Background: an optimization exercise with open tools, aiming at a short achievable clock period. Do not read the settings as production practice. In this exercise RTL edits were held to simulation tests only and were not proved equivalent to the original. No activity file was given, so power comes from the tool's default toggle rates.

--- design/flow/config.mk ---
export PLATFORM = sky130hd
export DESIGN_NAME = td4_core
export DESIGN_NICKNAME = td4_core
export VERILOG_FILES = /design/flow/design.v
export SDC_FILE = /design/flow/constraint.sdc
export NUM_CORES = 4
export LEC_CHECK = 0
export ABC_CLOCK_PERIOD_IN_PS = 1500
export CAP_MARGIN = 20
export CORE_MARGIN = 2
export CORE_UTILIZATION = 55
export SETUP_SLACK_MARGIN = 3.0
export SLEW_MARGIN = 20
export TNS_END_PERCENT = 100
--- design/flow/constraint.sdc ---
create_clock -name core_clock -period 4.5 [get_ports {clk}]
set_input_delay 0.9000 -clock core_clock [delete_from_list [all_inputs] [get_ports {clk}]]
set_output_delay 0.9000 -clock core_clock [all_outputs]
set_load 0.01 [all_outputs]
--- design/flow/design.v ---
module td4_core (
    input  wire       clk,
    input  wire       rst,           
    input  wire       prog_we,
    input  wire [3:0] prog_addr,
    input  wire [7:0] prog_wdata,
    input  wire       start,
    input  wire [4:0] prog_size,     
    input  wire [3:0] in_data,
    output wire       in_rd,
    output reg  [3:0] out_data,
    output reg        out_we,
    output reg        running,
    output reg        halted,
    output reg        aborted,
    output reg  [7:0] err_byte,
    output reg  [3:0] err_pc,
    output reg  [3:0] reg_a,
    output reg  [3:0] reg_b,
    output reg        carry,
    output reg  [4:0] pc
);
    reg [7:0]  mem [0:15];
    reg [4:0]  size;
    reg [7:0]  ir;        
    reg [15:0] pc_oh;     
    integer k;
    always @(posedge clk) begin
        if (prog_we)
            mem[prog_addr] <= prog_wdata;
    end
    wire [3:0] op  = ir[7:4];
    wire [3:0] imm = ir[3:0];
    wire illegal = (op == 4'h8) || (op == 4'hA) || (op == 4'hC) || (op == 4'hD);
    wire is_jmp  = (op == 4'hF);
    wire is_jnc  = (op == 4'hE);
    wire take    = is_jmp || (is_jnc && !carry);    
    wire stay    = is_jnc && carry;                 
    assign in_rd = running && !ir[7] && ir[5] && !ir[4];    
    wire [4:0] pc_inc = pc + 5'd1;
    wire [4:0] pc_tgt = {1'b0, imm};
    wire h_inc  = (pc_inc >= size);
    wire h_tgt  = (pc_tgt >= size);
    wire h_stay = (pc >= size);
    wire h_next = take ? h_tgt : (stay ? h_stay : h_inc);
    wire [4:0] next_pc = take ? pc_tgt : (stay ? pc : pc_inc);
    reg [7:0] byte_inc;
    reg [7:0] byte_tgt;
    always @(*) begin
        byte_inc = 8'h00;
        for (k = 0; k < 16; k = k + 1)
            byte_inc = byte_inc | ({8{pc_oh[k]}} & mem[(k + 1) % 16]);
    end
    always @(*) byte_tgt = mem[imm];
    wire [7:0] byte_run = take ? byte_tgt : (stay ? ir : byte_inc);
    wire [3:0] tgt_lo   = next_pc[3:0];
    wire       hit_run  = prog_we && (prog_addr == tgt_lo);
    wire [7:0] fetch_run = hit_run ? prog_wdata : byte_run;
    wire       size_nz  = |prog_size;
    wire       hit_st   = prog_we && (prog_addr == 4'd0);
    wire [7:0] fetch_st = size_nz ? (hit_st ? prog_wdata : mem[0]) : 8'h00;
    wire [15:0] oh_tgt = 16'd1 << imm;
    wire [15:0] oh_inc = {pc_oh[14:0], pc_oh[15]};
    wire [4:0] sum_a = {1'b0, reg_a} + {1'b0, imm};
    wire [4:0] sum_b = {1'b0, reg_b} + {1'b0, imm};
    reg [3:0] next_a;
    reg [3:0] next_b;
    reg       next_c;
    reg       do_out;
    reg [3:0] out_val;
    always @(*) begin
        next_a  = reg_a;
        next_b  = reg_b;
        next_c  = 1'b0;
        do_out  = 1'b0;
        out_val = out_data;
        case (op)
            4'h3: next_a = imm;
            4'h7: next_b = imm;
            4'h4: next_b = reg_a;
            4'h1: next_a = reg_b;
            4'h0: begin
                next_a = sum_a[3:0];
                next_c = sum_a[4];
            end
            4'h5: begin
                next_b = sum_b[3:0];
                next_c = sum_b[4];
            end
            4'h2: next_a = in_data;
            4'h6: next_b = in_data;
            4'h9: begin
                do_out  = 1'b1;
                out_val = reg_b;
            end
            4'hB: begin
                do_out  = 1'b1;
                out_val = imm;
            end
            default: ;
        endcase
    end
    wire exec = running && !illegal;
    always @(posedge clk) begin
        if (rst) begin
            running  <= 1'b0;
            halted   <= 1'b0;
            aborted  <= 1'b0;
            size     <= 5'd0;
            reg_a    <= 4'd0;
            reg_b    <= 4'd0;
            carry    <= 1'b0;
            pc       <= 5'd0;
            out_data <= 4'd0;
            out_we   <= 1'b0;
            err_byte <= 8'd0;
            err_pc   <= 4'd0;
        end else if (start) begin
            running  <= 1'b1;
            halted   <= 1'b0;
            aborted  <= 1'b0;
            size     <= prog_size;
            reg_a    <= 4'd0;
            reg_b    <= 4'd0;
            carry    <= 1'b0;
            pc       <= 5'd0;
            out_we   <= 1'b0;
            err_byte <= 8'd0;
            err_pc   <= 4'd0;
        end else if (running) begin
            if (illegal) begin
                running  <= 1'b0;
                aborted  <= 1'b1;
                err_byte <= ir;
                err_pc   <= pc[3:0];
                out_we   <= 1'b0;
            end else begin
                reg_a    <= next_a;
                reg_b    <= next_b;
                carry    <= next_c;
                pc       <= next_pc;
                out_data <= out_val;
                out_we   <= do_out;
                if (h_next) begin
                    running <= 1'b0;
                    halted  <= 1'b1;
                end
            end
        end else begin
            out_we <= 1'b0;
        end
    end
    always @(posedge clk) begin
        if (start) begin
            ir    <= fetch_st;
            pc_oh <= 16'd1;
        end else if (exec) begin
            ir    <= fetch_run;
            pc_oh <= take ? oh_tgt : (stay ? pc_oh : oh_inc);
        end
    end
endmodule
--- design/flow/run.sh ---
#!/bin/bash
# synth_recipe.tcl (not shown) runs the flow's synth.tcl, then flattens the netlist and writes it again
# the make line also repeats each setting of config.mk as NAME=value (left out here)
make -C /OpenROAD-flow-scripts/flow DESIGN_CONFIG=/design/flow/config.mk WORK_HOME=/design/flow/orfs CLKGATE_MAP_FILE= SYNTH_SCRIPT=/design/flow/synth_recipe.tcl finish
==> flow_summary.toml, run 1 <==
[timing]
final.setup.tns_ps = 0
timing.final.setup_violations = 0
relSlewSlack = 0.4449
final_period_minus_worst_setup_slack_ps = 2539
grt_setup_unrepaired = "yes"
timing_max_transition_violations_final = 0
worst_pin_slew_ps = 831.5
fin_skew_ps = 14.06
hold_violations = 0
fin_crit_sh = 0.5643
maxClockFrequency_mhz = 393.8

[clock_tree]
clk_path_buf_depth = 2
clock_insertion_delay_worst_skew_ps = 440
cts.root.buffer_cell = "sky130_fd_sc_hd__clkbuf_16"
clock_sink_count = 195
tritoncts = "built"
cts-hold-fix-buffers = 0
cts_made_buffers = 17
cts.htree.levels = 4
clkSlewWorstSetupHoldPaths_ps = 80

[detailed_routing]
ant_nets = 0
wl_per_cell_um = 30.32
routed_wirelength_um = 36500
detailroute.via_count = 8588
route.detailed.drc = 0
drt_first_pass_iters = 8
drt_first_iter_violations = 1175
post_drt_via_cell_ratio = 7.133

[power_and_ir_drop]
p_int_w = 0.003488
seq_power_share = 0.415
vdd.ir_drop.worst_mv = 0.3473
power-per-cell-area_nw_per_um2 = 359.9
total_switching_power_w = 0.001570
comb_power_share = 0.274
p_sw_frac = 0.3104
design_power_total_w = 0.005058
clockPowerShare = 0.311
cellLeakagePower_nw = 5.055

[status]
status = "complete, no violations"

[synthesis]
synth_top_cells_by_area = "sky130_fd_sc_hd__edfxtp_1 42%, sky130_fd_sc_hd__dfxtp_1 12%, sky130_fd_sc_hd__mux4_2 10%, sky130_fd_sc_hd__mux2i_1 4.3%, sky130_fd_sc_hd__nor2_1 3.4%"
synth_top_flop_cell = "sky130_fd_sc_hd__edfxtp_1"
total_standard_cell_area_after_synthesis_um2 = 9678
synth.net_count = 817
ys_seq_elements = 195
synth.top_cells.by_count = "136 x sky130_fd_sc_hd__edfxtp_1, 88 x sky130_fd_sc_hd__nor2_1, 59 x sky130_fd_sc_hd__dfxtp_1"
synth_enable_flop_cells = 136
synth_most_common_cell = "sky130_fd_sc_hd__edfxtp_1"
synth_cell_types = 55
yosysTopAreaCellShare = 0.4220
netlist.top_cell.by_area = "sky130_fd_sc_hd__edfxtp_1"
synth.yosys.warnings = 1
post_synth_inst_count = 767
asyncSetResetFlopFracSynth = 0
synth_seq_area_share = 0.5440
post_synth.cell_area_avg_um2 = 12.62

[critical_path]
critical_path.endpoint_type = "flip-flop"
worstPathRequired_ps = 4670
slowest_stage = "sky130_fd_sc_hd__edfxtp_1"
critical_path.max_fanout = 8
setup.worst_path.class = "reg -> reg"
arrival_ps = 2710
critPathLaunchType = "flip-flop"
critPathMaxStageDelay_ps = 420
cp_cell_sequence = "buf_6 -> buf_12 -> nor2b_4 -> nand2_1 -> a32o_2 -> a2111oi_4 -> nand3_4 -> mux2i_2 -> o21ai_1"

[job]
maximum_capacitance_violations = 0

[global_route]
grt_overflow = 0
maximum_number_of_pins_on_one_net_before_global_route_repair = 29
grt_pass1_wl_um = 47550
first_global_vias = 8069
antenna_found_initial = 0
grtUsageTotal = 0.3530

[final_layout]
diodes = 0
finalNetCount = 1016
post_route_cells_drive_above_1_share = 0.4954
area_growth_syn_to_layout_pct = 45.21
multi_input_logic_area_um2 = 5152
seqCellArea_um2 = 5343
n_fill_cell = 852

[die]
fp.dieH_um = 136.7
floorplan.initialDensity = 0.5615
dieArea_um2 = 18670
design.core.area_um2 = 17240
num_rows = 48
dieWidth_um = 136.7
boundaryPins = 60

[hold_path]
holdCritPathClass = "reg -> reg"

[placed_design]
post-dp-hpwl_um = 17760
buffer_ports.inserted = 59
globalplace.congestion = 0.8985
final cells by class:
cell class | instances | area share
clock buffer | 17 | 0.03027
clock inverter | 15 | 0.01291
inverter | 11 | 0.003650
multi-input combinational | 510 | 0.3666
sequential | 195 | 0.3802
tap | 225 | 0.02003
timing repair buffer | 230 | 0.1859
timing repair inverter | 1 | 0.0004452
placed cells by master, fill, tap and decap left out, types with 15 or more instances in the layout:
| master | n |
|---|---|
| sky130_fd_sc_hd__clkbuf_16 | 21 |
| sky130_fd_sc_hd__a221oi_1 | 21 |
| sky130_fd_sc_hd__a22oi_1 | 26 |
| sky130_fd_sc_hd__edfxtp_1 | 136 |
| sky130_fd_sc_hd__a21oi_1 | 17 |
| sky130_fd_sc_hd__a22o_1 | 21 |
| sky130_fd_sc_hd__buf_6 | 68 |
| sky130_fd_sc_hd__o21ai_1 | 20 |
| sky130_fd_sc_hd__buf_4 | 96 |
| sky130_fd_sc_hd__nor2_4 | 26 |
| sky130_fd_sc_hd__dfxtp_2 | 23 |
| sky130_fd_sc_hd__mux4_2 | 44 |
| sky130_fd_sc_hd__nor2_1 | 55 |
| sky130_fd_sc_hd__dfxtp_1 | 23 |
| sky130_fd_sc_hd__ha_1 | 15 |
| sky130_fd_sc_hd__nand2_1 | 20 |
| sky130_fd_sc_hd__buf_12 | 33 |
| sky130_fd_sc_hd__mux2i_1 | 32 |
cells by family (layout without fill, tap and decap cells):
| logic type | after synthesis | after routing | share of synthesized area |
|---|---|---|---|
| XOR/XNOR | 8 | 8 | 0.007239 |
| buffers and inverters | 69 | 274 | 0.03129 |
| adder cells (fa/ha/maj) | 25 | 25 | 0.03387 |
| multiplexers | 91 | 91 | 0.1520 |
| AO/OA/AOI/OAI | 176 | 176 | 0.1299 |
| flip-flops | 195 | 195 | 0.5440 |
| AND/OR/NAND/NOR | 203 | 210 | 0.1016 |
layer usage:
| layer | global-route usage | vias up | wire length (um) |
|---|---|---|---|
| met5 | 0 | - | 0 |
| met4 | 0.1985 | 0 | 3210 |
| met3 | 0.06963 | 265 | 4075 |
| met2 | 0.5942 | 735 | 17090 |
| met1 | 0.4259 | 4164 | 12120 |
| li1 | - | 3424 | - |
worst max-delay path: cells and delay by family (launching register included):
family          cells  cell delay, ps
buf+inv             2             280
flops               1             420
simple gates        3             470
compound gates      3             810
mux                 1             290
flip-flops by register name, summed over array words and instances (netlist names), 4 cells and up, named ones only:
signal,flops
err_byte,8
err_pc,4
ir,8
mem,128
out_data,4
pc,5
pc_oh,16
reg_a,4
reg_b,4
size,5
metrics by stage:
step                utilization  cell area (um^2)  hold slack, ps  setup WS [ps]  cells
finish                   0.8153             14050           518.7           1961   1204
global route             0.8153             14050           529.0           1914   1204
CTS                      0.7681             13240           485.1           2060   1154
detailed placement       0.6164             10620           483.5           1194   1003
global placement         0.6164             10620           461.3           1264   1003
floorplan                     -             10170           460.4           1883    767
timing repair:
item | 4_1_cts | 5_1_grt
pin swaps | 78 | 41
hold endpoints to repair | 0 | 0
gates cloned | 12 | 3
resized for setup | 395 | 93
buffers inserted | 107 | 47
endpoints found under the setup margin | 366 | 196
final timing paths:
check | start | endpoint | slack (ps) | cells past startpoint
worst max-delay path | ir[4]$_DFFE_PP_ | ir[3]$_DFFE_PP_ | 1960 | 9
worst min-delay path | err_byte[7]$_SDFFE_PP0P_ | err_byte[7]$_SDFFE_PP0P_ | 520 | 2
worst max register to register | ir[4]$_DFFE_PP_ | ir[3]$_DFFE_PP_ | 1960 | 9
worst min register to register | err_byte[7]$_SDFFE_PP0P_ | err_byte[7]$_SDFFE_PP0P_ | 520 | 2
power by group through the flow:
stage | registers (W) | logic [W] | clock network, W
3_3_place_gp | 0.00219 | 0.000723 | 0
6_report | 0.00210 | 0.00139 | 0.00157
5_1_grt | 0.00210 | 0.00144 | 0.00165
2_1_floorplan | 0.00206 | 0.000683 | 0
4_1_cts | 0.00210 | 0.00111 | 0.00156
3_5_place_dp | 0.00219 | 0.000744 | 0
==> run 2, diff against run 1 <==
--- a/design/flow/design.v
+++ b/design/flow/design.v
@@ -156,3 +156,3 @@
             pc_oh <= 16'd1;
-        end else if (exec) begin
+        end else begin
             ir    <= fetch_run;
==> flow_summary.toml, run 2 <==
[clock_tree]
clock_insertion_delay_worst_skew_ps = 440
cts.htree.levels = 4
cts.root.buffer_cell = "sky130_fd_sc_hd__clkbuf_16"
clock_sink_count = 195
clkSlewWorstSetupHoldPaths_ps = 70
clk_path_buf_depth = 2
tritoncts = "built"
cts_made_buffers = 17

[synthesis]
synth.area.mux_share = 0.1263
synth_xor_area_frac = 0.009093
netlist.top_cell.by_area = "sky130_fd_sc_hd__edfxtp_1"
ys_seq_elements = 195
yosysTopAreaCellShare = 0.4240
synth_cell_types = 63
total_standard_cell_area_after_synthesis_um2 = 9632
synth-simple-area-share = 0.1085
synth_compound_gate_area_share = 0.1434
synth.net_count = 834
synth_most_common_cell = "sky130_fd_sc_hd__edfxtp_1"
synth_top_flop_cell = "sky130_fd_sc_hd__edfxtp_1"
synth.top_cells.by_count = "136 x sky130_fd_sc_hd__edfxtp_1, 73 x sky130_fd_sc_hd__nor2_1, 59 x sky130_fd_sc_hd__dfxtp_1"
synth_enable_flop_cells = 136
post_synth.cell_area_avg_um2 = 12.29
main_combinational_cell_family_by_area_after_synthesis = "compound AO/OA/AOI/OAI gates"
synth.yosys.warnings = 1
asyncSetResetFlopFracSynth = 0
synth_seq_area_share = 0.5466
yosys.area_share.adder = 0.03403
post_synth_inst_count = 784
synth_top_cells_by_area = "sky130_fd_sc_hd__edfxtp_1 42%, sky130_fd_sc_hd__dfxtp_1 12%, sky130_fd_sc_hd__mux4_2 8.4%, sky130_fd_sc_hd__mux2i_1 4.1%, sky130_fd_sc_hd__a221oi_1 3.0%"

[power_and_ir_drop]
vdd.ir_drop.worst_mv = 0.3252
power-per-cell-area_nw_per_um2 = 454.5
p_int_w = 0.003994
cellLeakagePower_nw = 4.981
p_sw_frac = 0.3527
comb_power_share = 0.365
total_switching_power_w = 0.002176
seq_power_share = 0.383
clockPowerShare = 0.251

[timing]
relSlewSlack = 0.4636
timing.final.setup_violations = 0
worst_pin_slew_ps = 803.5
fin_skew_ps = 11.25
final.setup.tns_ps = 0
timing_max_transition_violations_final = 0
maxClockFrequency_mhz = 375.5
final_period_minus_worst_setup_slack_ps = 2663
grt_setup_unrepaired = "yes"
fin_crit_sh = 0.5918
hold_violations = 0

[final_layout]
area_growth_syn_to_layout_pct = 40.93
diodes = 0
layout_common_cells = "136 x sky130_fd_sc_hd__edfxtp_1, 82 x sky130_fd_sc_hd__buf_4, 72 x sky130_fd_sc_hd__buf_6"
most_common_cell_after_layout_fill_and_taps_aside = "sky130_fd_sc_hd__edfxtp_1"
finalNetCount = 1011
layout.core_utilization = 0.7875
post_route_cells_drive_above_1_share = 0.4589
largest_reg_flops = 128
reg.largest.list = "mem x128, pc_oh x16"
registers.top_by_ff_count = "mem"

[die]
fp.dieH_um = 136.3
dieArea_um2 = 18590
boundaryPins = 60
floorplan.initialDensity = 0.5588
num_rows = 48
dieWidth_um = 136.3
design.core.area_um2 = 17240

[detailed_routing]
route.detailed.drc = 0
routed_wirelength_um = 34200
wl_per_cell_um = 28.52
ant_nets = 0
detailroute.via_count = 8392
drt_first_pass_iters = 5
drt_first_iter_violations = 1105
post_drt_via_cell_ratio = 6.999

[critical_path]
critical_path.max_fanout = 7
critical_path.endpoint_type = "flip-flop"
arrival_ps = 2850
critPathLaunchType = "flip-flop"
cp_cell_sequence = "buf_12 -> and3_4 -> buf_4 -> buf_6 -> nor2_4 -> nor3_1 -> nand3b_1 -> nor4b_4 -> buf_6 -> nor3_1 -> a311o_1"
worstPathRequired_ps = 4690
critPathMaxStageDelay_ps = 430
setup.worst_path.class = "reg -> reg"
slowest_stage = "sky130_fd_sc_hd__edfxtp_1"

[global_route]
grtUsageTotal = 0.3502
grt_pass1_wl_um = 47060
antenna_found_initial = 0
first_global_vias = 7852
maximum_number_of_pins_on_one_net_before_global_route_repair = 28
grt_overflow = 0

[placed_design]
post-dp-hpwl_um = 18210
buffer_ports.inserted = 59
globalplace.congestion = 0.9082

[status]
status = "complete, no violations"

[hold_path]
holdCritPathClass = "reg -> reg"

[job]
maximum_capacitance_violations = 0
run 2: worst paths after layout:
| kind | from | slack, ps | depth (start not counted) | to |
|---|---|---|---|---|
| worst min register to register | err_byte[6]$_SDFFE_PP0P_ | 460 | 2 | err_byte[6]$_SDFFE_PP0P_ |
| worst max-delay path | ir[5]$_DFFE_PN_ | 1840 | 11 | ir[6]$_DFFE_PN_ |
| worst max register to register | ir[5]$_DFFE_PN_ | 1840 | 11 | ir[6]$_DFFE_PN_ |
| worst min-delay path | err_byte[6]$_SDFFE_PP0P_ | 460 | 2 | err_byte[6]$_SDFFE_PP0P_ |
run 2: repair_timing:
action	in CTS	in global routing
gates resized for setup	388	77
gates cloned	3	6
pin swaps	52	68
setup endpoints to repair	366	232
buffers inserted	89	46
hold buffers	0	0
run 2: power by group through the flow:
stage	registers, W	clock network (W)	logic [W]
2_1_floorplan	0.00213	0	0.00124
3_3_place_gp	0.00239	0	0.00137
3_5_place_dp	0.00240	0	0.00140
4_1_cts	0.00234	0.00155	0.00181
5_1_grt	0.00237	0.00163	0.00236
6_report	0.00236	0.00155	0.00225
run 2: per-stage QoR:
stage | instances | cell area (um^2) | power, W | hold slack, ps | worst slack [ps]
2_1_floorplan | 784 | 10100 | 0.003364 | 460.4 | 1998
3_3_place_gp | 1023 | 10640 | 0.003754 | 440.6 | 1185
3_5_place_dp | 1023 | 10640 | 0.003792 | 452.1 | 1048
4_1_cts | 1147 | 12780 | 0.005701 | 466.4 | 2015
5_1_grt | 1199 | 13570 | 0.006358 | 487.4 | 1750
6_report | 1199 | 13570 | 0.006170 | 462.0 | 1837
run 2: kinds of logic (layout without fill, tap and decap cells):
kind of cell,Yosys count,in the layout
compound gates,186,186
xor+xnor,10,10
fa+ha+maj,25,25
buf+inv,71,256
flops,195,195
mux,76,76
simple gates,221,226
run 2: critical path: cells and delay by family (launching register included):
family          cells  cell delay (ps)
simple gates        6             1060
compound gates      1              330
buf+inv             4              590
flops               1              430
run 2: cell type report:
cell class / instances / area, um^2
Inverter: 9 / 57.56
Clock buffer: 18 / 429.2
Clock inverter: 14 / 168.9
Sequential cell: 195 / 5345
Fill cell: 943 / 3662
Timing Repair Buffer: 215 / 2357
Multi-Input combinational cell: 523 / 4935
Tap cell: 225 / 281.5
run 2: layer usage:
metal | global-route usage | wire length [um]
met1 | 0.4409 | 12110
met2 | 0.5692 | 16580
met5 | 0 | 0
met4 | 0.1997 | 2107
met3 | 0.06600 | 3408
==> run 3, diff against run 2 <==
--- a/design/flow/design.v
+++ b/design/flow/design.v
@@ -22,10 +22,26 @@
 );
-    reg [7:0]  mem [0:15];
-    reg [4:0]  size;
-    reg [7:0]  ir;        
-    reg [15:0] pc_oh;     
+    localparam FW = 4;
+    function [FW-1:0] predecode(input [7:0] b);
+        reg [3:0] o;
+        begin
+            o = b[7:4];
+            predecode = {(o == 4'h2) || (o == 4'h6),
+                         (o == 4'h8) || (o == 4'hA) || (o == 4'hC) || (o == 4'hD),
+                         (o == 4'hE),
+                         (o == 4'hF)};
+        end
+    endfunction
+    reg [7:0]    mem  [0:15];
+    reg [FW-1:0] memf [0:15];
+    reg [4:0]    size;
+    reg [7:0]    ir;        
+    reg [FW-1:0] irf;       
+    reg [15:0]   pc_oh;     
     integer k;
+    wire [FW-1:0] wflags = predecode(prog_wdata);
     always @(posedge clk) begin
-        if (prog_we)
-            mem[prog_addr] <= prog_wdata;
+        if (prog_we) begin
+            mem[prog_addr]  <= prog_wdata;
+            memf[prog_addr] <= wflags;
+        end
     end
@@ -33,8 +49,9 @@
     wire [3:0] imm = ir[3:0];
-    wire illegal = (op == 4'h8) || (op == 4'hA) || (op == 4'hC) || (op == 4'hD);
-    wire is_jmp  = (op == 4'hF);
-    wire is_jnc  = (op == 4'hE);
-    wire take    = is_jmp || (is_jnc && !carry);    
-    wire stay    = is_jnc && carry;                 
-    assign in_rd = running && !ir[7] && ir[5] && !ir[4];    
+    wire f_jmp   = irf[0];
+    wire f_jnc   = irf[1];
+    wire illegal = irf[2];
+    wire f_in    = irf[3];
+    wire take = f_jmp || (f_jnc && !carry);    
+    wire stay = f_jnc && carry;                
+    assign in_rd = running && f_in;
     wire [4:0] pc_inc = pc + 5'd1;
@@ -46,17 +63,22 @@
     wire [4:0] next_pc = take ? pc_tgt : (stay ? pc : pc_inc);
-    reg [7:0] byte_inc;
-    reg [7:0] byte_tgt;
+    reg [8+FW-1:0] w_inc, w_cur;
     always @(*) begin
-        byte_inc = 8'h00;
-        for (k = 0; k < 16; k = k + 1)
-            byte_inc = byte_inc | ({8{pc_oh[k]}} & mem[(k + 1) % 16]);
+        w_inc = 0;
+        w_cur = 0;
+        for (k = 0; k < 16; k = k + 1) begin
+            w_inc = w_inc | ({(8+FW){pc_oh[k]}} & {memf[(k + 1) % 16], mem[(k + 1) % 16]});
+            w_cur = w_cur | ({(8+FW){pc_oh[k]}} & {memf[k], mem[k]});
+        end
     end
-    always @(*) byte_tgt = mem[imm];
-    wire [7:0] byte_run = take ? byte_tgt : (stay ? ir : byte_inc);
-    wire [3:0] tgt_lo   = next_pc[3:0];
-    wire       hit_run  = prog_we && (prog_addr == tgt_lo);
-    wire [7:0] fetch_run = hit_run ? prog_wdata : byte_run;
-    wire       size_nz  = |prog_size;
-    wire       hit_st   = prog_we && (prog_addr == 4'd0);
-    wire [7:0] fetch_st = size_nz ? (hit_st ? prog_wdata : mem[0]) : 8'h00;
+    wire [8+FW-1:0] w_tgt = {memf[imm], mem[imm]};
+    wire [8+FW-1:0] w_run = take ? w_tgt : (stay ? w_cur : w_inc);
+    wire hit_run = prog_we && (take ? (prog_addr == imm) :
+                               stay ? (prog_addr == pc[3:0]) :
+                                      (prog_addr == pc_inc[3:0]));
+    wire [8+FW-1:0] w_new = {wflags, prog_wdata};
+    wire [8+FW-1:0] fetch_run = hit_run ? w_new : w_run;
+    wire size_nz = |prog_size;
+    wire hit_st  = prog_we && (prog_addr == 4'd0);
+    wire [8+FW-1:0] fetch_st = !size_nz ? {(8+FW){1'b0}} :
+                               hit_st   ? w_new : {memf[0], mem[0]};
     wire [15:0] oh_tgt = 16'd1 << imm;
@@ -102,3 +124,2 @@
     end
-    wire exec = running && !illegal;
     always @(posedge clk) begin
@@ -154,7 +175,7 @@
         if (start) begin
-            ir    <= fetch_st;
-            pc_oh <= 16'd1;
+            {irf, ir} <= fetch_st;
+            pc_oh     <= 16'd1;
         end else begin
-            ir    <= fetch_run;
-            pc_oh <= take ? oh_tgt : (stay ? pc_oh : oh_inc);
+            {irf, ir} <= fetch_run;
+            pc_oh     <= take ? oh_tgt : (stay ? pc_oh : oh_inc);
         end
==> flow_summary.toml, run 3 <==
[placed_design]
globalplace.congestion = 0.9170
post-dp-hpwl_um = 25140
buffer_ports.inserted = 59

[critical_path]
r2r_end = "ir[5]$_DFF_P_"
worstPathRequired_ps = 4920
critPathMaxStageDelay_ps = 380
r2r-start = "pc[0]$_SDFFE_PP0P_"
critPathLaunchType = "flip-flop"
slowest_stage = "sky130_fd_sc_hd__dfxtp_4"
critical_path.max_fanout = 6
setup.worst_path.class = "reg -> reg"
cp_cell_sequence = "buf_4 -> nand3_4 -> o41ai_4 -> a221oi_4 -> xor2_2 -> and4_4 -> buf_12 -> a31oi_1 -> o31ai_2"
arrival_ps = 2640
worst_r2r_path_depth = 9
worst-r2r-setup-slack_ps = 2280
critical_path.endpoint_type = "flip-flop"

[global_route]
first_global_vias = 11300
grtUsageTotal = 0.3863
maximum_number_of_pins_on_one_net_before_global_route_repair = 38
antenna_found_initial = 0
grt_pass1_wl_um = 72840
grt_overflow = 0

[timing]
fin_skew_ps = 18.93
timing.final.setup_violations = 0
grt_setup_unrepaired = "yes"
fin_crit_sh = 0.4932
timing_max_transition_violations_final = 0
worst_pin_slew_ps = 695.1
hold_violations = 0
maxClockFrequency_mhz = 450.6
final.setup.tns_ps = 0
relSlewSlack = 0.5366
fin_hold_ws_ps = 456.9
final_period_minus_worst_setup_slack_ps = 2219

[final_layout]
post_route_cells_drive_above_1_share = 0.4002
finalNetCount = 1315
layout_common_cells = "192 x sky130_fd_sc_hd__edfxtp_1, 144 x sky130_fd_sc_hd__a22oi_1, 88 x sky130_fd_sc_hd__buf_6"
seqCellArea_um2 = 7217
area_growth_syn_to_layout_pct = 37.53
registers.top_by_ff_count = "mem"
diodes = 0
most_common_cell_after_layout_fill_and_taps_aside = "sky130_fd_sc_hd__edfxtp_1"
multi_input_logic_area_um2 = 6502
reg.largest.list = "mem x128, memf x64, pc_oh x16"
n_fill_cell = 1476
layout.core_utilization = 0.7628
largest_reg_flops = 128

[synthesis]
total_standard_cell_area_after_synthesis_um2 = 13370
synth_enable_flop_cells = 192
synth_seq_area_share = 0.5315
synth.net_count = 1133
synth.top_cells.by_count = "192 x sky130_fd_sc_hd__edfxtp_1, 144 x sky130_fd_sc_hd__a22oi_1, 79 x sky130_fd_sc_hd__clkbuf_1"
synth_xor_area_frac = 0.006551
yosysTopAreaCellShare = 0.4312
synth_cell_types = 60
yosys.area_share.adder = 0.02452
synth-simple-area-share = 0.09255
synth_top_flop_cell = "sky130_fd_sc_hd__edfxtp_1"
post_synth_inst_count = 1083
asyncSetResetFlopFracSynth = 0
synth_compound_gate_area_share = 0.1782
main_combinational_cell_family_by_area_after_synthesis = "compound AO/OA/AOI/OAI gates"
synth_most_common_cell = "sky130_fd_sc_hd__edfxtp_1"
netlist.top_cell.by_area = "sky130_fd_sc_hd__edfxtp_1"
synth.area.mux_share = 0.1280
synth_top_cells_by_area = "sky130_fd_sc_hd__edfxtp_1 43%, sky130_fd_sc_hd__mux4_2 11%, sky130_fd_sc_hd__dfxtp_1 10%, sky130_fd_sc_hd__a22oi_1 8.1%, sky130_fd_sc_hd__clkbuf_1 2.2%"
post_synth.cell_area_avg_um2 = 12.35
synth.yosys.warnings = 1
ys_seq_elements = 259

[power_and_ir_drop]
seq_power_share = 0.360
p_int_w = 0.005446
p_sw_frac = 0.3099
total_switching_power_w = 0.002446
design_power_total_w = 0.007893
comb_power_share = 0.324
power-per-cell-area_nw_per_um2 = 429.2
cellLeakagePower_nw = 6.356
vdd.ir_drop.worst_mv = 0.3748
clockPowerShare = 0.316

[hold_path]
holdCritPathClass = "reg -> reg"
launch_point_of_the_worst_hold_path = "err_byte[5]$_SDFFE_PP0P_"
whs_path_depth = 2
min_to = "err_byte[5]$_SDFFE_PP0P_"

[clock_tree]
clock_insertion_delay_worst_skew_ps = 570
cts-hold-fix-buffers = 0
cts.root.buffer_cell = "sky130_fd_sc_hd__clkbuf_16"
tritoncts = "built"
clk_path_buf_depth = 3
clock_sink_count = 259
cts.htree.levels = 1
cts_made_buffers = 29
clkSlewWorstSetupHoldPaths_ps = 60

[die]
fp.dieH_um = 159.9
dieArea_um2 = 25570
dieWidth_um = 159.9
design.core.area_um2 = 24110
floorplan.initialDensity = 0.5547
num_rows = 57
boundaryPins = 60

[detailed_routing]
routed_wirelength_um = 52540
drt_first_pass_iters = 9
post_drt_via_cell_ratio = 7.458
route.detailed.drc = 0
wl_per_cell_um = 32.61
drt_first_iter_violations = 1870
ant_nets = 0
detailroute.via_count = 12020

[job]
maximum_capacitance_violations = 0

[status]
status = "complete, no violations"
run 3: changes by cell type after synthesis, sizes merged, moves of 21 or more:
cell and delta:
a222oi +24, nand4 +21, a221oi -32, clkbuf +37
a2111oi +24, mux4 +29, a22oi +127, a22o -24
edfxtp +56
run 3: layout make-up:
| cell class | instances | share of cell area |
|---|---|---|
| sequential | 259 | 0.3925 |
| multi-input combinational | 710 | 0.3536 |
| timing repair buffer | 248 | 0.1718 |
| clock buffer | 35 | 0.04178 |
| tap | 324 | 0.02205 |
| clock inverter | 18 | 0.01245 |
| inverter | 14 | 0.003947 |
| timing repair inverter | 3 | 0.001837 |
run 3: critical path, delay by kind of cell, from the launching register on:
kind | cells | cell delay [ps]
AO/OA/AOI/OAI | 4 | 780
AND/OR/NAND/NOR | 2 | 400
flip-flops | 1 | 380
buffers and inverters | 2 | 330
XOR/XNOR | 1 | 180
run 3: routing by layer:
metal | part of all wire | global-route usage
met1 | 0.34 | 0.5030
met2 | 0.44 | 0.5911
met3 | 0.14 | 0.09740
met4 | 0.073 | 0.2277
met5 | 0 | 0
run 3: through the flow:
step | worst slack (ps) | area, um^2 | std cells
detailed placement | 1148 | 14370 | 1399
finish | 2281 | 18390 | 1611
floorplan | 2154 | 13720 | 1083
CTS | 2360 | 17520 | 1566
global route | 2244 | 18390 | 1611
global placement | 1178 | 14370 | 1399
run 3: power by group through the flow:
stage / Combinational (W) / Clock, W / Sequential (W)
CTS: 0.00226 / 0.00249 / 0.00282
global placement: 0.00152 / 0 / 0.00297
global route: 0.00265 / 0.00260 / 0.00285
floorplan: 0.00132 / 0 / 0.00277
detailed placement: 0.00153 / 0 / 0.00297
finish: 0.00256 / 0.00249 / 0.00284
run 3: cell families after synthesis:
group / Yosys count
xor+xnor: 10
fa+ha+maj: 25
flops: 259
buf+inv: 116
simple gates: 261
mux: 89
compound gates: 323
run 3: how the worst max path moves through the flow:
stage	to	start	slack (ps)	cells past startpoint
2_1_floorplan	mem[2][0]$_DFFE_PP_	prog_addr[0]	2150	3
3_3_place_gp	ir[3]$_DFF_P_	prog_we	1180	8
3_5_place_dp	ir[4]$_DFF_P_	prog_we	1150	8
4_1_cts	irf[3]$_DFF_P_	ir[0]$_DFF_P_	2360	5
5_1_grt	ir[7]$_DFF_P_	pc[0]$_SDFFE_PP0P_	2240	9
6_report	ir[5]$_DFF_P_	pc[0]$_SDFFE_PP0P_	2280	9
run 3: repair_timing:
item / CTS / global route
buffers inserted: 95 / 40
gates resized for setup: 459 / 105
hold endpoints to repair: 0 / 0
endpoints found under the setup margin: 406 / 300
cloned: 19 / 5
pin swaps: 77 / 49
==> run 4, diff against run 3 <==
--- a/design/flow/config.mk
+++ b/design/flow/config.mk
@@ -10,4 +10,6 @@
 export CORE_MARGIN = 2
-export CORE_UTILIZATION = 55
-export SETUP_SLACK_MARGIN = 3.0
+export CORE_UTILIZATION = 30
+export CTS_CLUSTER_DIAMETER = 100
+export CTS_CLUSTER_SIZE = 30
+export SETUP_SLACK_MARGIN = 2.8
 export SLEW_MARGIN = 20
==> flow_summary.toml, run 4 <==
[status]
status = "complete, no violations"

[final_layout]
post_layout_nonfiller_instances = 1801
finalNetCount = 1253
most_common_cell_after_layout_fill_and_taps_aside = "sky130_fd_sc_hd__edfxtp_1"
layout.core_utilization = 0.3889
reg.largest.list = "mem x128, memf x64, pc_oh x16"
layout_common_cells = "192 x sky130_fd_sc_hd__edfxtp_1, 144 x sky130_fd_sc_hd__a22oi_1, 76 x sky130_fd_sc_hd__buf_4"
post_route_cells_drive_above_1_share = 0.3400
registers.top_by_ff_count = "mem"
largest_reg_flops = 128
area_growth_syn_to_layout_pct = 28.34
diodes = 0

[synthesis]
synth_cell_types = 60
synth_enable_flop_cells = 192
netlist.top_cell.by_area = "sky130_fd_sc_hd__edfxtp_1"
synth_most_common_cell = "sky130_fd_sc_hd__edfxtp_1"
synth_top_cells_by_area = "sky130_fd_sc_hd__edfxtp_1 43%, sky130_fd_sc_hd__mux4_2 11%, sky130_fd_sc_hd__dfxtp_1 10%, sky130_fd_sc_hd__a22oi_1 8.1%, sky130_fd_sc_hd__clkbuf_1 2.2%"
synth.net_count = 1133
synth.top_cells.by_count = "192 x sky130_fd_sc_hd__edfxtp_1, 144 x sky130_fd_sc_hd__a22oi_1, 79 x sky130_fd_sc_hd__clkbuf_1"
asyncSetResetFlopFracSynth = 0
post_synth.cell_area_avg_um2 = 12.35
ys_seq_elements = 259
synth_seq_area_share = 0.5315
yosysTopAreaCellShare = 0.4312
total_standard_cell_area_after_synthesis_um2 = 13370
synth.yosys.warnings = 1
synth_top_flop_cell = "sky130_fd_sc_hd__edfxtp_1"
post_synth_inst_count = 1083

[timing]
timing_max_transition_violations_final = 0
worst_pin_slew_ps = 688.2
fin_skew_ps = 35.65
hold_violations = 0
final_period_minus_worst_setup_slack_ps = 2204
fin_crit_sh = 0.4897
timing.final.setup_violations = 0
final.setup.tns_ps = 0
maxClockFrequency_mhz = 453.8
grt_setup_unrepaired = "yes"
fin_hold_ws_ps = 466.4
relSlewSlack = 0.5397

[critical_path]
critPathLaunchType = "flip-flop"
arrival_ps = 2610
critical_path.max_fanout = 7
worstPathRequired_ps = 4910
setup.worst_path.class = "reg -> reg"
critical_path.endpoint_type = "flip-flop"

[detailed_routing]
post_drt_via_cell_ratio = 6.216
wl_per_cell_um = 27.00
detailroute.via_count = 11200
route.detailed.drc = 0
drt_first_pass_iters = 7
routed_wirelength_um = 48620
drt_first_iter_violations = 1856
ant_nets = 0

[die]
dieWidth_um = 215.1
floorplan.initialDensity = 0.3030
dieArea_um2 = 46270
boundaryPins = 60
design.core.area_um2 = 44120
fp.dieH_um = 215.1
num_rows = 77

[job]
maximum_capacitance_violations = 0

[clock_tree]
cts.htree.levels = 1
clk_path_buf_depth = 3
cts.root.buffer_cell = "sky130_fd_sc_hd__clkbuf_16"
cts_made_buffers = 13
tritoncts = "built"
clkSlewWorstSetupHoldPaths_ps = 120
clock_sink_count = 259
clock_insertion_delay_worst_skew_ps = 510

[power_and_ir_drop]
cellLeakagePower_nw = 5.639
power-per-cell-area_nw_per_um2 = 383.9
design_power_total_w = 0.006587
vdd.ir_drop.worst_mv = 0.2137

[hold_path]
holdCritPathClass = "reg -> reg"

[global_route]
antenna_found_initial = 2
grt_pass1_wl_um = 71480
maximum_number_of_pins_on_one_net_before_global_route_repair = 38
grtUsageTotal = 0.2049
first_global_vias = 11060
grt_overflow = 0

[placed_design]
buffer_ports.inserted = 59
post-dp-hpwl_um = 27290
dp_cells = 1668
globalplace.congestion = 0.8543
run 4: cell counts after synthesis:
No cell type changed its count.
run 4: per-stage QoR:
step	setup slack, ps	area, um^2
3_3_place_gp	1203	14670
6_report	2296	17160
2_1_floorplan	2154	13580
4_1_cts	2326	16850
5_1_grt	2267	17160
3_5_place_dp	1200	14670
run 4: kinds of logic (layout without fill, tap and decap cells):
logic type	Yosys count	count (layout)	synth area share
AO/OA/AOI/OAI	323	323	0.1782
AND/OR/NAND/NOR	261	263	0.09255
flip-flops	259	259	0.5315
buffers and inverters	116	240	0.03865
multiplexers	89	89	0.1280
adder cells (fa/ha/maj)	25	25	0.02452
XOR/XNOR	10	10	0.006550
run 4: final timing paths:
| check | from | depth (start not counted) | slack (ps) | to |
|---|---|---|---|---|
| setup reg to reg | ir[0]$_DFF_P_ | 7 | 2300 | irf[1]$_DFF_P_ |
| hold reg to reg | err_pc[2]$_SDFFE_PP0P_ | 2 | 470 | err_pc[2]$_SDFFE_PP0P_ |
| hold / removal | err_pc[2]$_SDFFE_PP0P_ | 2 | 470 | err_pc[2]$_SDFFE_PP0P_ |
| setup / recovery | ir[0]$_DFF_P_ | 7 | 2300 | irf[1]$_DFF_P_ |
run 4: cell type report:
| class | count | area, um^2 |
|---|---|---|
| fillers | 4134 | 26970 |
| flip-flops and latches | 259 | 7229 |
| multi-input cells | 710 | 6236 |
| repair buffers | 202 | 2412 |
| well taps | 592 | 740.7 |
| clock buffers | 18 | 365.4 |
| inverters | 14 | 72.57 |
| clock inverters | 3 | 71.32 |
| repair inverters | 3 | 31.28 |
run 4: report_power, final:
| group | switching (W) | leakage [nW] | total (W) | internal, W |
|---|---|---|---|---|
| Combinational | 0.00109 | 3.22 | 0.00224 | 0.00114 |
| Sequential | 0.000242 | 2.21 | 0.00290 | 0.00266 |
| Clock | 0.000794 | 0.209 | 0.00145 | 0.000655 |
| Total | 0.00213 | 5.64 | 0.00659 | 0.00446 |
run 4: timing repair:
| item | in CTS | in global routing |
|---|---|---|
| hold buffers | 0 | 0 |
| cloned | 16 | 0 |
| setup endpoints to repair | 353 | 205 |
| buffers inserted | 76 | 20 |
| pin swaps | 55 | 37 |
| gates resized for setup | 399 | 47 |
run 4: critical path: stages, from the launching register on:
cell and delay (ps):
sky130_fd_sc_hd__dfxtp_4 410, sky130_fd_sc_hd__buf_12 110, sky130_fd_sc_hd__buf_12 110, sky130_fd_sc_hd__buf_16 130
sky130_fd_sc_hd__mux4_2 490, sky130_fd_sc_hd__mux4_2 520, sky130_fd_sc_hd__a211oi_2 220, sky130_fd_sc_hd__o22ai_1 100
run 4: layer usage:
metal  vias up  part of all wire  track usage
met5         -           0.00051            0
met4         4             0.057       0.1048
met3       215              0.14      0.06214
met2       898              0.44       0.3149
met1      5419              0.37       0.2614
li1       4659                 -            -
==> run 5, diff against run 4 <==
--- a/design/flow/config.mk
+++ b/design/flow/config.mk
@@ -10,6 +10,4 @@
 export CORE_MARGIN = 2
-export CORE_UTILIZATION = 30
-export CTS_CLUSTER_DIAMETER = 100
-export CTS_CLUSTER_SIZE = 30
-export SETUP_SLACK_MARGIN = 2.8
+export CORE_UTILIZATION = 35
+export SETUP_SLACK_MARGIN = 2.5
 export SLEW_MARGIN = 20
==> flow_summary.toml, run 5 <==
[status]
status = "complete, no violations"

[critical_path]
worstPathRequired_ps = 4960
critical_path.endpoint_type = "flip-flop"
slowest_stage = "sky130_fd_sc_hd__mux4_2"
crit_path_frequent_cell = "sky130_fd_sc_hd__mux4_2"
arrival_ps = 2600
worst-r2r-setup-slack_ps = 2360
critPathMaxStageDelay_ps = 500
r2r_end = "irf[2]$_DFF_P_"
critical_path.max_fanout = 7
timing.critical_path.from = "ir[1]$_DFF_P_"
critPathLaunchType = "flip-flop"
setup.worst_path.class = "reg -> reg"
r2r-start = "ir[1]$_DFF_P_"
cp_cell_sequence = "buf_8 -> buf_12 -> mux4_2 -> mux4_2 -> a211oi_2 -> o32ai_2"
worst_r2r_path_depth = 6

[synthesis]
synth.yosys.warnings = 1
synth.net_count = 1133
post_synth.cell_area_avg_um2 = 12.35
synth_enable_flop_cells = 192
yosysTopAreaCellShare = 0.4312
asyncSetResetFlopFracSynth = 0
synth_top_cells_by_area = "sky130_fd_sc_hd__edfxtp_1 43%, sky130_fd_sc_hd__mux4_2 11%, sky130_fd_sc_hd__dfxtp_1 10%, sky130_fd_sc_hd__a22oi_1 8.1%, sky130_fd_sc_hd__clkbuf_1 2.2%"
synth_most_common_cell = "sky130_fd_sc_hd__edfxtp_1"
synth.top_cells.by_count = "192 x sky130_fd_sc_hd__edfxtp_1, 144 x sky130_fd_sc_hd__a22oi_1, 79 x sky130_fd_sc_hd__clkbuf_1"
total_standard_cell_area_after_synthesis_um2 = 13370
synth_seq_area_share = 0.5315
post_synth_inst_count = 1083
synth_cell_types = 60
netlist.top_cell.by_area = "sky130_fd_sc_hd__edfxtp_1"
synth_top_flop_cell = "sky130_fd_sc_hd__edfxtp_1"
ys_seq_elements = 259

[detailed_routing]
routed_wirelength_um = 48000
drt_first_iter_violations = 1484
route.detailed.drc = 0
detailroute.via_count = 11290
ant_nets = 0
drt_first_pass_iters = 6
post_drt_via_cell_ratio = 6.450
wl_per_cell_um = 27.43

[die]
design.core.area_um2 = 37670
boundaryPins = 60
dieWidth_um = 199.5
num_rows = 71
floorplan.initialDensity = 0.3550
dieArea_um2 = 39780
fp.dieH_um = 199.5

[placed_design]
post-dp-hpwl_um = 25760
dp_cells = 1590
buffer_ports.inserted = 59
globalplace.congestion = 0.8629

[global_route]
grt_overflow = 0
first_global_vias = 10760
grtUsageTotal = 0.2371
grt_pass1_wl_um = 69160
maximum_number_of_pins_on_one_net_before_global_route_repair = 38
antenna_found_initial = 1

[final_layout]
area_growth_syn_to_layout_pct = 28.50
reg.largest.list = "mem x128, memf x64, pc_oh x16"
largest_reg_flops = 128
most_common_cell_after_layout_fill_and_taps_aside = "sky130_fd_sc_hd__edfxtp_1"
layout_common_cells = "192 x sky130_fd_sc_hd__edfxtp_1, 144 x sky130_fd_sc_hd__a22oi_1, 90 x sky130_fd_sc_hd__buf_4"
n_fill_cell = 3390
post_layout_nonfiller_instances = 1750
registers.top_by_ff_count = "mem"
post_route_cells_drive_above_1_share = 0.3107
diodes = 0
finalNetCount = 1266

[job]
maximum_capacitance_violations = 0

[power_and_ir_drop]
total_switching_power_w = 0.002310
seq_power_share = 0.368
p_sw_frac = 0.3013
power-per-cell-area_nw_per_um2 = 446.4
vdd.ir_drop.worst_mv = 0.3489
comb_power_share = 0.302
p_int_w = 0.005359
clockPowerShare = 0.331
cellLeakagePower_nw = 5.873

[timing]
final.setup.tns_ps = 0
grt_setup_unrepaired = "yes"
timing.final.setup_violations = 0
relSlewSlack = 0.5158
timing_max_transition_violations_final = 0
fin_crit_sh = 0.4755
maxClockFrequency_mhz = 467.4
worst_pin_slew_ps = 725.4
hold_violations = 0
fin_skew_ps = 31.44
final_period_minus_worst_setup_slack_ps = 2140

[hold_path]
launch_point_of_the_worst_hold_path = "err_pc[3]$_SDFFE_PP0P_"
holdCritPathClass = "reg -> reg"
min_to = "err_pc[3]$_SDFFE_PP0P_"
whs_path_depth = 2

[clock_tree]
tritoncts = "built"
clock_insertion_delay_worst_skew_ps = 590
clk_path_buf_depth = 3
cts_made_buffers = 30
clock_sink_count = 259
cts.root.buffer_cell = "sky130_fd_sc_hd__clkbuf_16"
cts.htree.levels = 1
clkSlewWorstSetupHoldPaths_ps = 60
run 5: cell count changes in the layout (fill, tap and decap cells not counted), moves of 5 or more:
| cell | before | now |
|---|---|---|
| sky130_fd_sc_hd__nor2_1 | 49 | 55 |
| sky130_fd_sc_hd__buf_2 | 3 | 36 |
| sky130_fd_sc_hd__clkinv_2 | 0 | 5 |
| sky130_fd_sc_hd__buf_4 | 76 | 90 |
| sky130_fd_sc_hd__dfxtp_1 | 13 | 38 |
| sky130_fd_sc_hd__clkbuf_16 | 14 | 31 |
| sky130_fd_sc_hd__o21ai_0 | 5 | 12 |
| sky130_fd_sc_hd__nor2_4 | 14 | 8 |
| sky130_fd_sc_hd__o21ai_1 | 10 | 4 |
| sky130_fd_sc_hd__buf_6 | 57 | 11 |
| sky130_fd_sc_hd__nand2b_1 | 6 | 11 |
| sky130_fd_sc_hd__dfxtp_2 | 32 | 11 |
| sky130_fd_sc_hd__buf_12 | 30 | 25 |
run 5: per-layer routing:
| metal | global-route usage | vias to the layer above | part of all wire |
|---|---|---|---|
| li1 | - | 4696 | - |
| met2 | 0.3607 | 900 | 0.43 |
| met3 | 0.05451 | 221 | 0.13 |
| met4 | 0.1322 | 2 | 0.064 |
| met1 | 0.3130 | 5469 | 0.38 |
| met5 | 0 | - | 0.00021 |
run 5: per-stage QoR:
| step | utilization | cell area, um^2 | total power, W | worst slack [ps] | hold WS, ps |
|---|---|---|---|---|---|
| finish | 0.4561 | 17180 | 0.007669 | 2360 | 449.8 |
| global route | 0.4561 | 17180 | 0.007906 | 2302 | 469.7 |
| CTS | 0.4484 | 16890 | 0.007504 | 2303 | 454.0 |
| detailed placement | 0.3857 | 14530 | 0.004502 | 1116 | 448.5 |
| global placement | 0.3857 | 14530 | 0.004481 | 1217 | 442.7 |
| floorplan | - | 13470 | 0.004031 | 2145 | 460.4 |
run 5: how the worst max path moves through the flow:
| stage | cells after the start | end |
|---|---|---|
| after detailed placement | 8 | ir[4]$_DFF_P_ |
| after global routing | 8 | reg_a[2]$_SDFFE_PP0P_ |
| after floorplan | 7 | irf[3]$_DFF_P_ |
| after global placement | 8 | ir[4]$_DFF_P_ |
| final | 6 | irf[2]$_DFF_P_ |
| after CTS | 7 | irf[2]$_DFF_P_ |
run 5: critical path: cells and delay by family, from the launching register on:
family | cells | cell delay [ps]
mux | 2 | 990
flops | 1 | 380
compound gates | 2 | 350
buf+inv | 2 | 290
run 5: cells by family after synthesis:
family	Yosys count	share of synthesized area
AO/OA/AOI/OAI	323	0.1782
AND/OR/NAND/NOR	261	0.09255
flip-flops	259	0.5315
buffers and inverters	116	0.03865
multiplexers	89	0.1280
adder cells (fa/ha/maj)	25	0.02452
XOR/XNOR	10	0.006550
run 5: final cells by class:
cell class / instances / area [um^2] / share of cell area
clock buffer: 37 / 787.0 / 0.04581
sequential: 259 / 7188 / 0.4184
timing repair inverter: 2 / 20.02 / 0.001165
inverter: 14 / 72.57 / 0.004224
clock inverter: 18 / 247.7 / 0.01442
multi-input combinational: 709 / 6101 / 0.3551
timing repair buffer: 200 / 2125 / 0.1237
tap: 511 / 639.4 / 0.03722
run 5: power groups by stage:
stage               clock, W  sequential [W]  combinational (W)
floorplan                  0         0.00276            0.00127
detailed placement         0         0.00294            0.00156
finish               0.00253         0.00282            0.00231
CTS                  0.00255         0.00281            0.00214
global placement           0         0.00294            0.00154
global route         0.00265         0.00283            0.00243
run 5: timing repair:
| action | in CTS | in global routing |
|---|---|---|
| hold buffers | 0 | 0 |
| buffers inserted | 78 | 14 |
| endpoints found under the setup margin | 318 | 116 |
| gates cloned | 12 | 1 |
| pin swaps | 23 | 27 |
| resized for setup | 260 | 65 |
==> run 6, diff against run 5 <==
--- a/design/flow/design.v
+++ b/design/flow/design.v
@@ -1 +1,8 @@
+module td4_eq4 (
+    input  wire [3:0] a,
+    input  wire [3:0] b,
+    output wire       eq
+);
+    assign eq = (a == b);
+endmodule
 module td4_core (
@@ -9,3 +16,3 @@
     input  wire [3:0] in_data,
-    output wire       in_rd,
+    output reg        in_rd,
     output reg  [3:0] out_data,
@@ -39,2 +46,6 @@
     reg [15:0]   pc_oh;     
+    reg [3:0]    pc1;       
+    reg [3:0]    ra, rb;
+    reg          rc;
+    reg [4:0]    rp;
     integer k;
@@ -53,6 +64,5 @@
     wire f_in    = irf[3];
-    wire take = f_jmp || (f_jnc && !carry);    
-    wire stay = f_jnc && carry;                
-    assign in_rd = running && f_in;
-    wire [4:0] pc_inc = pc + 5'd1;
+    wire take = f_jmp || (f_jnc && !rc);    
+    wire stay = f_jnc && rc;                
+    wire [4:0] pc_inc = rp + 5'd1;
     wire [4:0] pc_tgt = {1'b0, imm};
@@ -60,5 +70,5 @@
     wire h_tgt  = (pc_tgt >= size);
-    wire h_stay = (pc >= size);
+    wire h_stay = (rp >= size);
     wire h_next = take ? h_tgt : (stay ? h_stay : h_inc);
-    wire [4:0] next_pc = take ? pc_tgt : (stay ? pc : pc_inc);
+    wire [4:0] next_pc = take ? pc_tgt : (stay ? rp : pc_inc);
     reg [8+FW-1:0] w_inc, w_cur;
@@ -74,5 +84,9 @@
     wire [8+FW-1:0] w_run = take ? w_tgt : (stay ? w_cur : w_inc);
-    wire hit_run = prog_we && (take ? (prog_addr == imm) :
-                               stay ? (prog_addr == pc[3:0]) :
-                                      (prog_addr == pc_inc[3:0]));
+    wire eq_tgt, eq_cur, eq_inc, eq_0;
+    td4_eq4 u_eq_tgt (.a(prog_addr), .b(imm),     .eq(eq_tgt));
+    td4_eq4 u_eq_cur (.a(prog_addr), .b(rp[3:0]), .eq(eq_cur));
+    td4_eq4 u_eq_inc (.a(prog_addr), .b(pc1),     .eq(eq_inc));
+    td4_eq4 u_eq_0   (.a(prog_addr), .b(4'd0),    .eq(eq_0));
+    wire inc = !take && !stay;
+    wire hit_run = prog_we && ((take && eq_tgt) || (stay && eq_cur) || (inc && eq_inc));
     wire [8+FW-1:0] w_new = {wflags, prog_wdata};
@@ -85,4 +99,4 @@
     wire [15:0] oh_inc = {pc_oh[14:0], pc_oh[15]};
-    wire [4:0] sum_a = {1'b0, reg_a} + {1'b0, imm};
-    wire [4:0] sum_b = {1'b0, reg_b} + {1'b0, imm};
+    wire [4:0] sum_a = {1'b0, ra} + {1'b0, imm};
+    wire [4:0] sum_b = {1'b0, rb} + {1'b0, imm};
     reg [3:0] next_a;
@@ -93,4 +107,4 @@
     always @(*) begin
-        next_a  = reg_a;
-        next_b  = reg_b;
+        next_a  = ra;
+        next_b  = rb;
         next_c  = 1'b0;
@@ -101,4 +115,4 @@
             4'h7: next_b = imm;
-            4'h4: next_b = reg_a;
-            4'h1: next_a = reg_b;
+            4'h4: next_b = ra;
+            4'h1: next_a = rb;
             4'h0: begin
@@ -115,3 +129,3 @@
                 do_out  = 1'b1;
-                out_val = reg_b;
+                out_val = rb;
             end
@@ -124,5 +138,16 @@
     end
-    always @(posedge clk) begin
+    reg run_next;
+    always @(*) begin
+        if (rst)
+            run_next = 1'b0;
+        else if (start)
+            run_next = 1'b1;
+        else
+            run_next = running && !illegal && !h_next;
+    end
+    wire [FW-1:0] fetch_f = start ? fetch_st[8 +: FW] : fetch_run[8 +: FW];
+    always @(posedge clk) begin
+        running <= run_next;
+        in_rd   <= run_next && fetch_f[3];
         if (rst) begin
-            running  <= 1'b0;
             halted   <= 1'b0;
@@ -139,3 +164,2 @@
         end else if (start) begin
-            running  <= 1'b1;
             halted   <= 1'b0;
@@ -152,6 +176,5 @@
             if (illegal) begin
-                running  <= 1'b0;
                 aborted  <= 1'b1;
                 err_byte <= ir;
-                err_pc   <= pc[3:0];
+                err_pc   <= rp[3:0];
                 out_we   <= 1'b0;
@@ -164,6 +187,4 @@
                 out_we   <= do_out;
-                if (h_next) begin
-                    running <= 1'b0;
-                    halted  <= 1'b1;
-                end
+                if (h_next)
+                    halted <= 1'b1;
             end
@@ -171,2 +192,15 @@
             out_we <= 1'b0;
+        end
+    end
+    always @(posedge clk) begin
+        if (start) begin
+            ra <= 4'd0;
+            rb <= 4'd0;
+            rc <= 1'b0;
+            rp <= 5'd0;
+        end else if (running && !illegal) begin
+            ra <= next_a;
+            rb <= next_b;
+            rc <= next_c;
+            rp <= next_pc;
         end
@@ -177,2 +211,3 @@
             pc_oh     <= 16'd1;
+            pc1       <= 4'd1;
         end else begin
@@ -180,2 +215,3 @@
             pc_oh     <= take ? oh_tgt : (stay ? pc_oh : oh_inc);
+            pc1       <= next_pc[3:0] + 4'd1;
         end
--- a/design/flow/config.mk
+++ b/design/flow/config.mk
@@ -11,2 +11,4 @@
 export CORE_UTILIZATION = 35
+export CTS_CLUSTER_DIAMETER = 100
+export CTS_CLUSTER_SIZE = 30
 export SETUP_SLACK_MARGIN = 2.5
==> flow_summary.toml, run 6 <==
[global_route]
antenna_found_initial = 0
grt_overflow = 0
grt_pass1_wl_um = 70460
maximum_number_of_pins_on_one_net_before_global_route_repair = 32
first_global_vias = 11150
grtUsageTotal = 0.2250

[critical_path]
critPathMaxStageDelay_ps = 460
critical_path.max_fanout = 26
r2r-start = "pc_oh[15]$_SDFFE_PP0P_"
worstPathRequired_ps = 4930
critPathLaunchType = "flip-flop"
critical_path.endpoint_type = "flip-flop"
timing.critical_path.from = "pc_oh[15]$_SDFFE_PP0P_"
slowest_stage = "sky130_fd_sc_hd__or4_1"
setup.worst_path.class = "reg -> reg"
cp_cell_sequence = "buf_6 -> a22oi_1 -> nand4_1 -> nor3_4 -> or4_1 -> o32a_1 -> o31ai_2"
arrival_ps = 2620

[final_layout]
most_common_cell_after_layout_fill_and_taps_aside = "sky130_fd_sc_hd__edfxtp_1"
largest_reg_flops = 128
registers.top_by_ff_count = "mem"
area_growth_syn_to_layout_pct = 21.45
layout_common_cells = "192 x sky130_fd_sc_hd__edfxtp_1, 90 x sky130_fd_sc_hd__a22o_1, 85 x sky130_fd_sc_hd__a221oi_1"
post_route_cells_drive_above_1_share = 0.3026
finalNetCount = 1270
diodes = 0
reg.largest.list = "mem x128, memf x64, pc_oh x16"

[clock_tree]
cts_made_buffers = 13
clkSlewWorstSetupHoldPaths_ps = 120
clock_sink_count = 277
clock_insertion_delay_worst_skew_ps = 520
cts.htree.levels = 1
cts.root.buffer_cell = "sky130_fd_sc_hd__clkbuf_16"
clk_path_buf_depth = 3
tritoncts = "built"

[synthesis]
synth-simple-area-share = 0.08826
synth_seq_area_share = 0.5310
synth_cell_types = 62
synth_compound_gate_area_share = 0.1952
synth.net_count = 1183
yosysTopAreaCellShare = 0.4100
synth_top_flop_cell = "sky130_fd_sc_hd__edfxtp_1"
synth_top_cells_by_area = "sky130_fd_sc_hd__edfxtp_1 41%, sky130_fd_sc_hd__dfxtp_1 12%, sky130_fd_sc_hd__mux4_2 8.8%, sky130_fd_sc_hd__a221oi_1 5.9%, sky130_fd_sc_hd__a22o_1 5.6%"
post_synth_inst_count = 1132
synth.area.mux_share = 0.1116
total_standard_cell_area_after_synthesis_um2 = 14060
ys_seq_elements = 277
asyncSetResetFlopFracSynth = 0
synth_enable_flop_cells = 192
post_synth.cell_area_avg_um2 = 12.42
synth.top_cells.by_count = "192 x sky130_fd_sc_hd__edfxtp_1, 94 x sky130_fd_sc_hd__a221oi_1, 90 x sky130_fd_sc_hd__a22o_1"
synth_most_common_cell = "sky130_fd_sc_hd__edfxtp_1"
main_combinational_cell_family_by_area_after_synthesis = "compound AO/OA/AOI/OAI gates"
netlist.top_cell.by_area = "sky130_fd_sc_hd__edfxtp_1"
yosys.area_share.adder = 0.02420
synth_xor_area_frac = 0.01308
synth.yosys.warnings = 1

[timing]
final_period_minus_worst_setup_slack_ps = 2185
worst_pin_slew_ps = 806.4
fin_crit_sh = 0.4856
timing_max_transition_violations_final = 0
relSlewSlack = 0.4616
maxClockFrequency_mhz = 457.6
fin_skew_ps = 27.74
timing.final.setup_violations = 0
final.setup.tns_ps = 0
fin_hold_ws_ps = 458.4
hold_violations = 0
grt_setup_unrepaired = "yes"
postLayoutSetupSlackWorst_ps = 2315

[die]
design.core.area_um2 = 39730
dieArea_um2 = 41800
num_rows = 73
fp.dieH_um = 204.5
floorplan.initialDensity = 0.3540
boundaryPins = 60
dieWidth_um = 204.5

[power_and_ir_drop]
vdd.ir_drop.worst_mv = 0.2133
cellLeakagePower_nw = 5.664
power-per-cell-area_nw_per_um2 = 464.3

[detailed_routing]
drt_first_iter_violations = 1941
route.detailed.drc = 0
routed_wirelength_um = 49090
drt_first_pass_iters = 7
detailroute.via_count = 11460
ant_nets = 0
post_drt_via_cell_ratio = 6.544
wl_per_cell_um = 28.03

[status]
status = "complete, no violations"

[placed_design]
dp_worst_setup_slack_ps = 793.5
buffer_ports.inserted = 59
post-dp-hpwl_um = 29370
globalplace.congestion = 0.9261

[job]
maximum_capacitance_violations = 0

[hold_path]
launch_point_of_the_worst_hold_path = "err_pc[0]$_SDFFE_PP0P_"
holdCritPathClass = "reg -> reg"
run 6: changes by cell type after synthesis, sizes merged, moves of 25 or more:
cell and delta:
a221oi +93, clkbuf -35, a22oi -124, o21ai +25, buf +36, a22o +90
run 6: report_power, final:
group          switching [W]  internal (W)  total [W]
sequential          0.000252       0.00288    0.00313
clock               0.000822      0.000616    0.00144
combinational        0.00176       0.00160    0.00336
total                0.00283       0.00510    0.00793
run 6: timing repair:
action / CTS / global route
setup buffers: 32 / 42
gates cloned: 4 / 3
setup endpoints to repair: 374 / 74
resized for setup: 217 / 119
pin swaps: 23 / 28
hold buffers: 0 / 0
run 6: per-stage QoR:
stage	cell area, um^2	cells	util	total power, W
2_1_floorplan	14220	1132	-	0.004956
6_report	17080	1751	0.4299	0.007931
5_1_grt	17080	1751	0.4299	0.008214
3_3_place_gp	15230	1648	0.3833	0.005677
4_1_cts	16370	1706	0.4121	0.007432
3_5_place_dp	15240	1648	0.3836	0.005691
run 6: cells by family after synthesis:
family	Yosys count
flops	277
compound gates	355
fa+ha+maj	26
simple gates	252
buf+inv	113
mux	88
xor+xnor	21
run 6: final timing paths:
check	end	slack [ps]	cells after the start
hold / removal	err_pc[0]$_SDFFE_PP0P_	460	2
setup reg to reg	in_rd$_DFF_P_	2310	7
hold reg to reg	err_pc[0]$_SDFFE_PP0P_	460	2
setup / recovery	in_rd$_DFF_P_	2310	7
run 6: cell type report:
type	count	area [um^2]
repair buffers	173	1725
repair inverters	1	8.758
well taps	525	656.9
clock inverters	5	67.56
flip-flops and latches	277	7572
clock buffers	17	340.3
multi-input cells	743	6655
inverters	10	53.80
fillers	3629	22650
run 6: worst max-delay path, delay by kind of cell (launching register included):
| family | cells | cell delay, ps |
|---|---|---|
| DFF | 1 | 350 |
| buffers and inverters | 1 | 330 |
| AOI/OAI and AO/OA | 3 | 740 |
| and+or+nand+nor | 3 | 680 |
run 6: routing by layer:
layer,up-vias,wire [um],global-route usage
li1,4785,-,-
met3,204,5872,0.04751
met2,854,22210,0.3559
met4,0,2413,0.1033
met1,5616,18590,0.2963
met5,-,0,0

[static timing again, ports no longer ideal]
How much do the figures lean on ideal ports? The routed layouts below were timed once more, with nothing changed but the port constraints. Step 1 assumes that a clkbuf_16 drives the clock port and a buf_2 every other input. Step 2 adds t to the input delays and takes it off the output delays; t is the mean of the earliest and latest rising clock arrival at the registers after step 1. Input paths then give back, and output paths get back, about the clock's delay inside the block. a / b / c = ideal ports / drivers / drivers and shift; a / b = the first two.
run	shift t [ns]	slack for setup (ns)	worst setup path after step 2	worst data-port slew with drivers (ns)
run 1	0.479	1.961 / 1.961 / 1.519	input to register	0.10
run 2	0.482	1.837 / 1.837 / 1.527	input to register	0.07
run 3	0.605	2.281 / 2.281 / 1.828	input to register	0.06
run 4	0.549	2.296 / 2.296 / 1.897	input to register	0.10
run 5	0.625	2.360 / 2.344 / 1.844	input to register	0.08
run 6	0.557	2.315 / 2.315 / 1.818	input to register	0.08
After both steps every run listed still meets setup and hold. The setup slack of run 5, which loses most, moves by -0.016 ns with the drivers and by -0.516 ns with both steps.
